From an optimization exercise on the open Yosys and OpenROAD flow, aimed at small area, a short achievable clock period and few clock cycles per item; shortcuts taken in it are not production practice.
RTL that was checked went through simulation tests only; none was proved equivalent to the original.
No activity file was given, so power comes from the tool's default toggle rates.

==> flow/design.v (excerpt) <==
module spi_i2c_ctrl #(
    parameter [23:0] CORE_CLOCK_HZ = 24'd16000000    
) (
    input             clk,
    input             rst,
    input             cmd_valid,
    input      [31:0] cmd,
    output            cmd_ready,
    output reg        rsp_valid,
    output      [7:0] result_code,
    output reg  [7:0] result_value,
    output     [15:0] ci,
    output            faulted,
    output      [1:0] fault_cause,
    output     [31:0] fault_cmd,
    output            wait_spi,
    output            wait_twi,
    output            wait_settle,
    output reg        cs_drive,
    output reg        cs_level,
    output reg        evt_pindir,
    output reg  [7:0] spcr,
    output      [7:0] spsr,
    output reg  [7:0] spdr_tx,
    output reg  [7:0] spdr_rx,
    output      [7:0] twcr,
    output      [7:0] twsr,
    output reg  [7:0] twbr,
    output      [7:0] twar,
    output reg  [7:0] twdr,
    output reg        spi_pending,
    output reg  [1:0] twi_pending,
    input             spi_step,
    input       [7:0] spi_step_byte,
    input             twi_step,
    input       [4:0] twi_step_status,
    input       [7:0] twi_step_byte,
    input             twi_settle,
    input       [4:0] twi_settle_status
);
    localparam [7:0] OP_SPI_VALIDATE  = 8'h01;
    localparam [7:0] OP_SPI_LOOKUP    = 8'h02;
    localparam [7:0] OP_SPI_CONFIGURE = 8'h03;
    localparam [7:0] OP_SPI_SELECT    = 8'h04;
    localparam [7:0] OP_SPI_DESELECT  = 8'h05;
    localparam [7:0] OP_SPI_TRANSFER  = 8'h06;
    localparam [7:0] OP_SPI_SEND      = 8'h07;
    localparam [7:0] OP_I2C_INIT      = 8'h10;
    localparam [7:0] OP_I2C_OWNADDR   = 8'h11;
    localparam [7:0] OP_I2C_START     = 8'h12;
    localparam [7:0] OP_I2C_ADDRESS   = 8'h13;
    localparam [7:0] OP_I2C_SEND      = 8'h14;
    localparam [7:0] OP_I2C_READACK   = 8'h15;
    localparam [7:0] OP_I2C_READNACK  = 8'h16;
    localparam [7:0] OP_I2C_STOP      = 8'h17;
    localparam [7:0] OP_I2C_STATUS    = 8'h18;
  ...
Settings: LEC_CHECK=0, CAP_MARGIN=20, CORE_MARGIN=2, CORE_UTILIZATION=40, CTS_BUF_LIST=sky130_fd_sc_hd__clkbuf_8, SETUP_SLACK_MARGIN=4.2, SLEW_MARGIN=20; clock period 8.0 ns.
standard.sh (not shown) runs the stock make flow with config.mk's settings and CLKGATE_MAP_FILE= SYNTH_SCRIPT=/design/flow/synth_recipe.tcl, a recipe that flattens the netlist after the stock synthesis.
==> flow/flow/run.sh <==
#!/bin/bash
set -euo pipefail
export BUFFER_PORTS_ARGS="-buffer_cell sky130_fd_sc_hd__buf_1"
bash standard.sh > standard.log 2>&1
Testbench counts at the start, summed over its fixed seeds: cycles 8,192, commands 3,200.
Edit:
--- a/flow/design.v
+++ b/flow/design.v
@@ -26,13 +26,13 @@
     output      [7:0] twcr,
     output      [7:0] twsr,
     output reg  [7:0] twbr,
     output      [7:0] twar,
     output reg  [7:0] twdr,
     output reg        spi_pending,
-    output reg  [1:0] twi_pending,
+    output      [1:0] twi_pending,
     input             spi_step,
     input       [7:0] spi_step_byte,
     input             twi_step,
     input       [4:0] twi_step_status,
     input       [7:0] twi_step_byte,
     input             twi_settle,
@@ -81,13 +81,13 @@
     reg         div;         
     reg  [1:0]  fcause;      
     reg  [31:0] cmd_r;       
     reg  [2:0]  bus;
     reg  [2:0]  rcode;
     reg         spif, wcol, spi2x;
-    reg         twint, twea, twsta, twsto, twwc, twen;
+    reg         twint, twea, twsto, twwc, twen;
     reg  [4:0]  tws;
     reg  [6:0]  twar_r;
     reg  [19:0] rem;         
     reg  [8:0]  quo;         
     wire flt = fcause[1] | fcause[0];
     reg  [15:0] ci_r;
@@ -99,12 +99,14 @@
     assign wait_spi    = w_spi;
     assign wait_twi    = w_twi;
     assign wait_settle = w_set;
     assign result_code = {5'b00000, rcode};
     assign spsr        = {spif, wcol, 5'b00000, spi2x};
     assign twcr        = {twint, twea, twsta, twsto, twwc, twen, 1'b0, 1'b0};
+    assign twi_pending = w_twi ? ((cmd_r[2:0] == 3'd2) ? TP_START : TP_BYTE) : TP_NONE;
+    wire   twsta       = (bus == BUS_START);
     assign twsr        = {tws, 3'b000};         
     assign twar        = {twar_r, 1'b0};
     wire [7:0]  op   = cmd[7:0];
     wire [7:0]  fa   = cmd[15:8];
     wire [7:0]  fb   = cmd[23:16];
     wire [23:0] hz   = cmd[31:8];
@@ -343,21 +345,19 @@
             spi2x        <= 1'b0;
             spdr_tx      <= 8'h00;
             spdr_rx      <= 8'h00;
             spi_pending  <= 1'b0;
             twint        <= 1'b0;
             twea         <= 1'b0;
-            twsta        <= 1'b0;
             twsto        <= 1'b0;
             twwc         <= 1'b0;
             twen         <= 1'b0;
             tws          <= 5'b11111;
             twbr         <= 8'h00;
             twar_r       <= 7'h7F;
             twdr         <= 8'hFF;
-            twi_pending  <= TP_NONE;
         end else begin
             idle  <= (idle & ~cmd_valid) | fin;
             w_spi <= go_spi;
             w_twi <= go_twi;
             w_set <= go_set;
             div   <= go_div;
@@ -377,13 +377,12 @@
             end
             if (twi_step) begin
                 tws <= twi_step_status;
                 if (twi_pending == TP_BYTE)
                     twdr <= twi_step_byte;
                 twint       <= 1'b1;
-                twi_pending <= TP_NONE;
             end
             if (twi_settle) begin
                 twsto <= 1'b0;
                 tws   <= twi_settle_status;
             end
             if (wr_cfg) begin
@@ -409,27 +408,20 @@
                 twar_r <= fa[6:0];
             if (bus_idle)
                 bus <= BUS_IDLE;
             if (init_done) begin
                 twbr  <= br_val;
                 twea  <= 1'b0;
-                twsta <= 1'b0;
                 twsto <= 1'b0;
                 twen  <= 1'b1;
             end
             if (body) begin
                 twint <= 1'b0;
                 twen  <= 1'b1;
                 twea  <= (body_op == 3'd5);
-                twsta <= (body_op == 3'd2);
                 twsto <= (body_op == 3'd7);
-                case (body_op)
-                    3'd2:    twi_pending <= TP_START;
-                    3'd7:    twi_pending <= TP_NONE;
-                    default: twi_pending <= TP_BYTE;
-                endcase
                 if (body_op == 3'd3 || body_op == 3'd4) begin
                     if (twint) begin
                         twdr <= (body_op == 3'd3) ? {fa[6:0], fb[0]} : fa;
                         twwc <= 1'b0;
                     end else begin
                         twwc <= 1'b1;
=>
- The changed run passed the timing, DRC and antenna checks
- count of clock-buffer cells in the layout goes down by 1
- hold slack loses 0.016 ns
- fmax goes up by 0.94%
- first-iteration DRC count goes up by 15%
- via count stays the same
- wire length goes down by 1.2%
- worst setup slack gains 0.035 ns
- die area goes up by 0.99%
- core utilization goes down by 0.39 points
- final cell count goes down by about 0.47%
- total power goes down by 3.0%
Testbench counts after the change, summed over its fixed seeds: cycles 8,192, commands 3,200.

== 09-25 ==
spi_i2c_ctrl again, from the RTL that the note above started with.
Settings: LEC_CHECK=0, CAP_MARGIN=20, CORE_MARGIN=2, CORE_UTILIZATION=40, CTS_BUF_LIST=sky130_fd_sc_hd__clkbuf_8, SETUP_SLACK_MARGIN=4.0, SLEW_MARGIN=20; clock period 8.0 ns.
Scripts as last shown in full above: flow/flow/run.sh
09-25 finished end to end and its layout was clean on timing, DRC and antenna.
Testbench counts of 09-25, summed over its fixed seeds: cycles 8,192, commands 3,200.
### 09-25 -> 04-06
diff --git a/flow/design.v b/flow/design.v
--- a/flow/design.v
+++ b/flow/design.v
@@ -25,15 +25,15 @@
     output reg  [7:0] spdr_rx,
     output      [7:0] twcr,
     output      [7:0] twsr,
     output reg  [7:0] twbr,
     output      [7:0] twar,
     output reg  [7:0] twdr,
     output reg        spi_pending,
-    output reg  [1:0] twi_pending,
+    output      [1:0] twi_pending,
     input             spi_step,
     input       [7:0] spi_step_byte,
     input             twi_step,
     input       [4:0] twi_step_status,
     input       [7:0] twi_step_byte,
     input             twi_settle,
     input       [4:0] twi_settle_status
@@ -80,15 +80,15 @@
     reg         w_set;       
     reg         div;         
     reg  [1:0]  fcause;      
     reg  [31:0] cmd_r;       
     reg  [2:0]  bus;
     reg  [2:0]  rcode;
     reg         spif, wcol, spi2x;
-    reg         twint, twea, twsta, twsto, twwc, twen;
+    reg         twint, twea, twsto, twwc, twen;
     reg  [4:0]  tws;
     reg  [6:0]  twar_r;
     reg  [19:0] rem;         
     reg  [8:0]  quo;         
     wire flt = fcause[1] | fcause[0];
     reg  [15:0] ci_r;
     assign ci = ci_r + {15'd0, rsp_valid};
@@ -98,14 +98,16 @@
     assign fault_cmd   = cmd_r & {32{flt}};
     assign wait_spi    = w_spi;
     assign wait_twi    = w_twi;
     assign wait_settle = w_set;
     assign result_code = {5'b00000, rcode};
     assign spsr        = {spif, wcol, 5'b00000, spi2x};
     assign twcr        = {twint, twea, twsta, twsto, twwc, twen, 1'b0, 1'b0};
+    assign twi_pending = w_twi ? ((cmd_r[2:0] == 3'd2) ? TP_START : TP_BYTE) : TP_NONE;
+    wire   twsta       = (bus == BUS_START);
     assign twsr        = {tws, 3'b000};         
     assign twar        = {twar_r, 1'b0};
     wire [7:0]  op   = cmd[7:0];
     wire [7:0]  fa   = cmd[15:8];
     wire [7:0]  fb   = cmd[23:16];
     wire [23:0] hz   = cmd[31:8];
     reg  [23:0] op_mask;
@@ -342,23 +344,21 @@
             wcol         <= 1'b0;
             spi2x        <= 1'b0;
             spdr_tx      <= 8'h00;
             spdr_rx      <= 8'h00;
             spi_pending  <= 1'b0;
             twint        <= 1'b0;
             twea         <= 1'b0;
-            twsta        <= 1'b0;
             twsto        <= 1'b0;
             twwc         <= 1'b0;
             twen         <= 1'b0;
             tws          <= 5'b11111;
             twbr         <= 8'h00;
             twar_r       <= 7'h7F;
             twdr         <= 8'hFF;
-            twi_pending  <= TP_NONE;
         end else begin
             idle  <= (idle & ~cmd_valid) | fin;
             w_spi <= go_spi;
             w_twi <= go_twi;
             w_set <= go_set;
             div   <= go_div;
             if (f_ill) fcause[0] <= 1'b1;
@@ -376,15 +376,14 @@
                 spi_pending <= 1'b0;
             end
             if (twi_step) begin
                 tws <= twi_step_status;
                 if (twi_pending == TP_BYTE)
                     twdr <= twi_step_byte;
                 twint       <= 1'b1;
-                twi_pending <= TP_NONE;
             end
             if (twi_settle) begin
                 twsto <= 1'b0;
                 tws   <= twi_settle_status;
             end
             if (wr_cfg) begin
                 spcr  <= cfg_pattern;
@@ -408,29 +407,22 @@
             if (wr_twar)
                 twar_r <= fa[6:0];
             if (bus_idle)
                 bus <= BUS_IDLE;
             if (init_done) begin
                 twbr  <= br_val;
                 twea  <= 1'b0;
-                twsta <= 1'b0;
                 twsto <= 1'b0;
                 twen  <= 1'b1;
             end
             if (body) begin
                 twint <= 1'b0;
                 twen  <= 1'b1;
                 twea  <= (body_op == 3'd5);
-                twsta <= (body_op == 3'd2);
                 twsto <= (body_op == 3'd7);
-                case (body_op)
-                    3'd2:    twi_pending <= TP_START;
-                    3'd7:    twi_pending <= TP_NONE;
-                    default: twi_pending <= TP_BYTE;
-                endcase
                 if (body_op == 3'd3 || body_op == 3'd4) begin
                     if (twint) begin
                         twdr <= (body_op == 3'd3) ? {fa[6:0], fb[0]} : fa;
                         twwc <= 1'b0;
                     end else begin
                         twwc <= 1'b1;
                     end
==> comparison <==
04-06 reached the end of the flow, and the finished layout is clean on the timing, DRC and antenna checks.
[diff] via count, 04-06 relative to 09-25: regression
Changes observed in 04-06 relative to 09-25: sum of routed wire length over all layers rose about 1.3%; tightest slew margin relative to the limit dropped 2.6 points; wire length of the first global-routing pass picked up an extra 1.5%; share of post-route cells with drive strength above 1 closely matched the old numbers.
Portion of the post-synthesis area used by sequential elements, 04-06 and 09-25: lower on 04-06
Destination of the critical timing path = twdr[0]$_SDFF_PP1_: 09-25; destination of the critical timing path = idle$_SDFF_PP1_: 04-06
Testbench counts of 04-06, summed over its fixed seeds: cycles 8,192, commands 3,200.

v26:
spi_i2c_ctrl, a different RTL version from the one above (not shown whole).
Size in the first run: ~160 flip-flops, about 210 I/O pins, roughly 8800 sq um of cells after synthesis.
export LEC_CHECK = 0
export CAP_MARGIN = 20
export CORE_MARGIN = 2
export CORE_UTILIZATION = 40
export CTS_BUF_LIST = sky130_fd_sc_hd__clkbuf_8
export SETUP_SLACK_MARGIN = 4.2
export SLEW_MARGIN = 20
create_clock -name core_clock -period 8.0 [get_ports {clk}]
Scripts as last shown in full above: flow/flow/run.sh
#### Input delta (v22 over v26)
--- a/flow/design.v
+++ b/flow/design.v
@@ -10,23 +10,23 @@
     output      [7:0] result_code,
     output reg  [7:0] result_value,
     output     [15:0] ci,
     output            faulted,
     output      [1:0] fault_cause,
     output     [31:0] fault_cmd,
     output            wait_spi,
     output            wait_twi,
     output            wait_settle,
     output reg        cs_drive,
     output reg        cs_level,
-    output            evt_pindir,
+    output reg        evt_pindir,
     output reg  [7:0] spcr,
     output      [7:0] spsr,
     output reg  [7:0] spdr_tx,
     output reg  [7:0] spdr_rx,
     output      [7:0] twcr,
     output      [7:0] twsr,
     output reg  [7:0] twbr,
     output      [7:0] twar,
     output reg  [7:0] twdr,
     output reg        spi_pending,
     output      [1:0] twi_pending,
@@ -87,32 +87,31 @@
     reg         twint, twea, twsto, twwc, twen;
     reg  [4:0]  tws;
     reg  [6:0]  twar_r;
     reg  [19:0] rem;         
     reg  [8:0]  quo;         
     wire flt = fcause[1] | fcause[0];
     reg  [15:0] ci_r;
     assign ci = ci_r + {15'd0, rsp_valid};
     assign cmd_ready   = idle;
     assign faulted     = flt;
     assign fault_cause = fcause;
-    assign fault_cmd   = cmd_r & {32{flt}};
+    assign fault_cmd   = cmd_r;
     assign wait_spi    = w_spi;
     assign wait_twi    = w_twi;
     assign wait_settle = w_set;
     assign result_code = {5'b00000, rcode};
     assign spsr        = {spif, wcol, 5'b00000, spi2x};
     assign twcr        = {twint, twea, twsta, twsto, twwc, twen, 1'b0, 1'b0};
     assign twi_pending = w_twi ? ((cmd_r[2:0] == 3'd2) ? TP_START : TP_BYTE) : TP_NONE;
     wire   twsta       = (bus == BUS_START);
-    assign evt_pindir  = rsp_valid & (cmd_r[7:0] == OP_SPI_CONFIGURE) & cmd_r[24] & (rcode == E_OK);
     assign twsr        = {tws, 3'b000};         
     assign twar        = {twar_r, 1'b0};
     wire [7:0]  op   = cmd[7:0];
     wire [7:0]  fa   = cmd[15:8];
     wire [7:0]  fb   = cmd[23:16];
     wire [23:0] hz   = cmd[31:8];
     reg  [23:0] op_mask;
     reg         op_known;
     always @(*) begin
         op_known = 1'b1;
         case (op)
@@ -311,68 +310,73 @@
         end else if (w_twi) begin
             if (twi_step) begin
                 fin = 1'b1;
                 if (r_read) fin_val = twi_step_byte;
                 else        fin_val = {twi_step_status, 3'b000};
             end else begin
                 go_twi = 1'b1;
             end
         end
     end
     always @(posedge clk) begin
-        if (idle)
-            cmd_r <= cmd;
         rem <= (idle | div_start) ? REM0 : dv_rem;
         quo <= (idle | div_start) ? 9'd1 : dv_q;
     end
     always @(posedge clk) begin
         if (rst) begin
             idle         <= 1'b1;
+            cmd_r        <= 32'd0;
             w_spi        <= 1'b0;
             w_twi        <= 1'b0;
             w_set        <= 1'b0;
             div          <= 1'b0;
             fcause       <= 2'd0;
             bus          <= BUS_IDLE;
             rsp_valid    <= 1'b0;
             rcode        <= 3'd0;
             result_value <= 8'd0;
             ci_r         <= 16'd0;
             cs_drive     <= 1'b0;
             cs_level     <= 1'b0;
+            evt_pindir   <= 1'b0;
             spcr         <= 8'h00;
             spif         <= 1'b0;
             wcol         <= 1'b0;
             spi2x        <= 1'b0;
             spdr_tx      <= 8'h00;
             spdr_rx      <= 8'h00;
             spi_pending  <= 1'b0;
             twint        <= 1'b0;
             twea         <= 1'b0;
             twsto        <= 1'b0;
             twwc         <= 1'b0;
             twen         <= 1'b0;
             tws          <= 5'b11111;
             twbr         <= 8'h00;
             twar_r       <= 7'h7F;
             twdr         <= 8'hFF;
         end else begin
+            if (idle)
+                cmd_r <= cmd & {32{cmd_valid & ~fin}};
+            else if (fin)
+                cmd_r <= 32'd0;
             idle  <= (idle & ~cmd_valid) | fin;
             w_spi <= go_spi;
             w_twi <= go_twi;
             w_set <= go_set;
             div   <= go_div;
             if (f_ill) fcause[0] <= 1'b1;
             if (f_seq) fcause[1] <= 1'b1;
             rsp_valid  <= fin;
             ci_r       <= ci;
+            evt_pindir <= wr_cfg & cmd[24];
             if (fin) begin
                 rcode        <= fin_code;
                 result_value <= fin_val;
             end
             if (spi_step) begin
                 spdr_rx     <= spi_step_byte;
                 spif        <= 1'b1;
                 spi_pending <= 1'b0;
             end
             if (twi_step) begin
                 tws <= twi_step_status;
- v22 completed end to end with timing, DRC and antenna clean.
- Horizontal extent of the die: v22 lower than v26
- Die area shrinks slightly when moving from v26 to v22.
- Cmp v22 vs v26: cell depth of the worst hold path lower in v22
- Met1 track demand over resource delta for v22 relative to v26: 0.88 points higher
- Synthesized area per cell in v22 is 0.26 sq um below v26.
- Relative to v26, the sequential share of layout area of v22 is lower by 2.7 points.
- Higher number of clock buffer instances in the layout goes to v22 over v26.
- Comparing v22 and v26, the higher count of flip-flops with a built-in enable after synthesis was measured on v26.
- Final cell count grows slightly when moving from v26 to v22.
- [compare] base=v26 new=v22: buffer count excluding the clock tree in the final layout went up; storage element area went down; worst hold slack went down; fraction of power consumed by combinational cells went up.
No functional check of the RTL was part of any run of this note.

==> static timing again, ports no longer ideal <==
How much do the figures lean on ideal ports? The routed layouts below were timed once more, with nothing changed but the port constraints.
Step 1, drivers: a clkbuf_16 drives clk and a buf_2 each remaining input, both assumed.
Step 2 times the ports against the registers' clock, not the clock port: input delays grow and output delays shrink by t, the midpoint of the rising clock arrivals with the driver on.
Three values: ideal, step 1, step 2; two values: the first two.
run | shift t [ns] | slack for setup (ns) | worst setup path after step 2 | cell pins on the clock port's net
the first run of note 1 | 0.498 | 4.231 / 4.248 / 3.750 | input to register | 1
the second run of note 1 | 0.510 | 4.266 / 4.286 / 3.777 | input to register | 1
09-25 | 0.504 | 4.127 / 4.130 / 3.627 | input to register | 1
04-06 | 0.508 | 4.067 / 4.091 / 3.583 | input to register | 1
v26 | 0.510 | 4.206 / 4.217 / 3.708 | input to register | 1
v22 | 0.497 | 4.061 / 4.063 / 3.566 | input to register | 1
After both steps every run listed still meets setup and hold. For 09-25, which loses most, drivers alone change the setup slack by +0.003 ns; drivers and shift together by -0.500 ns.
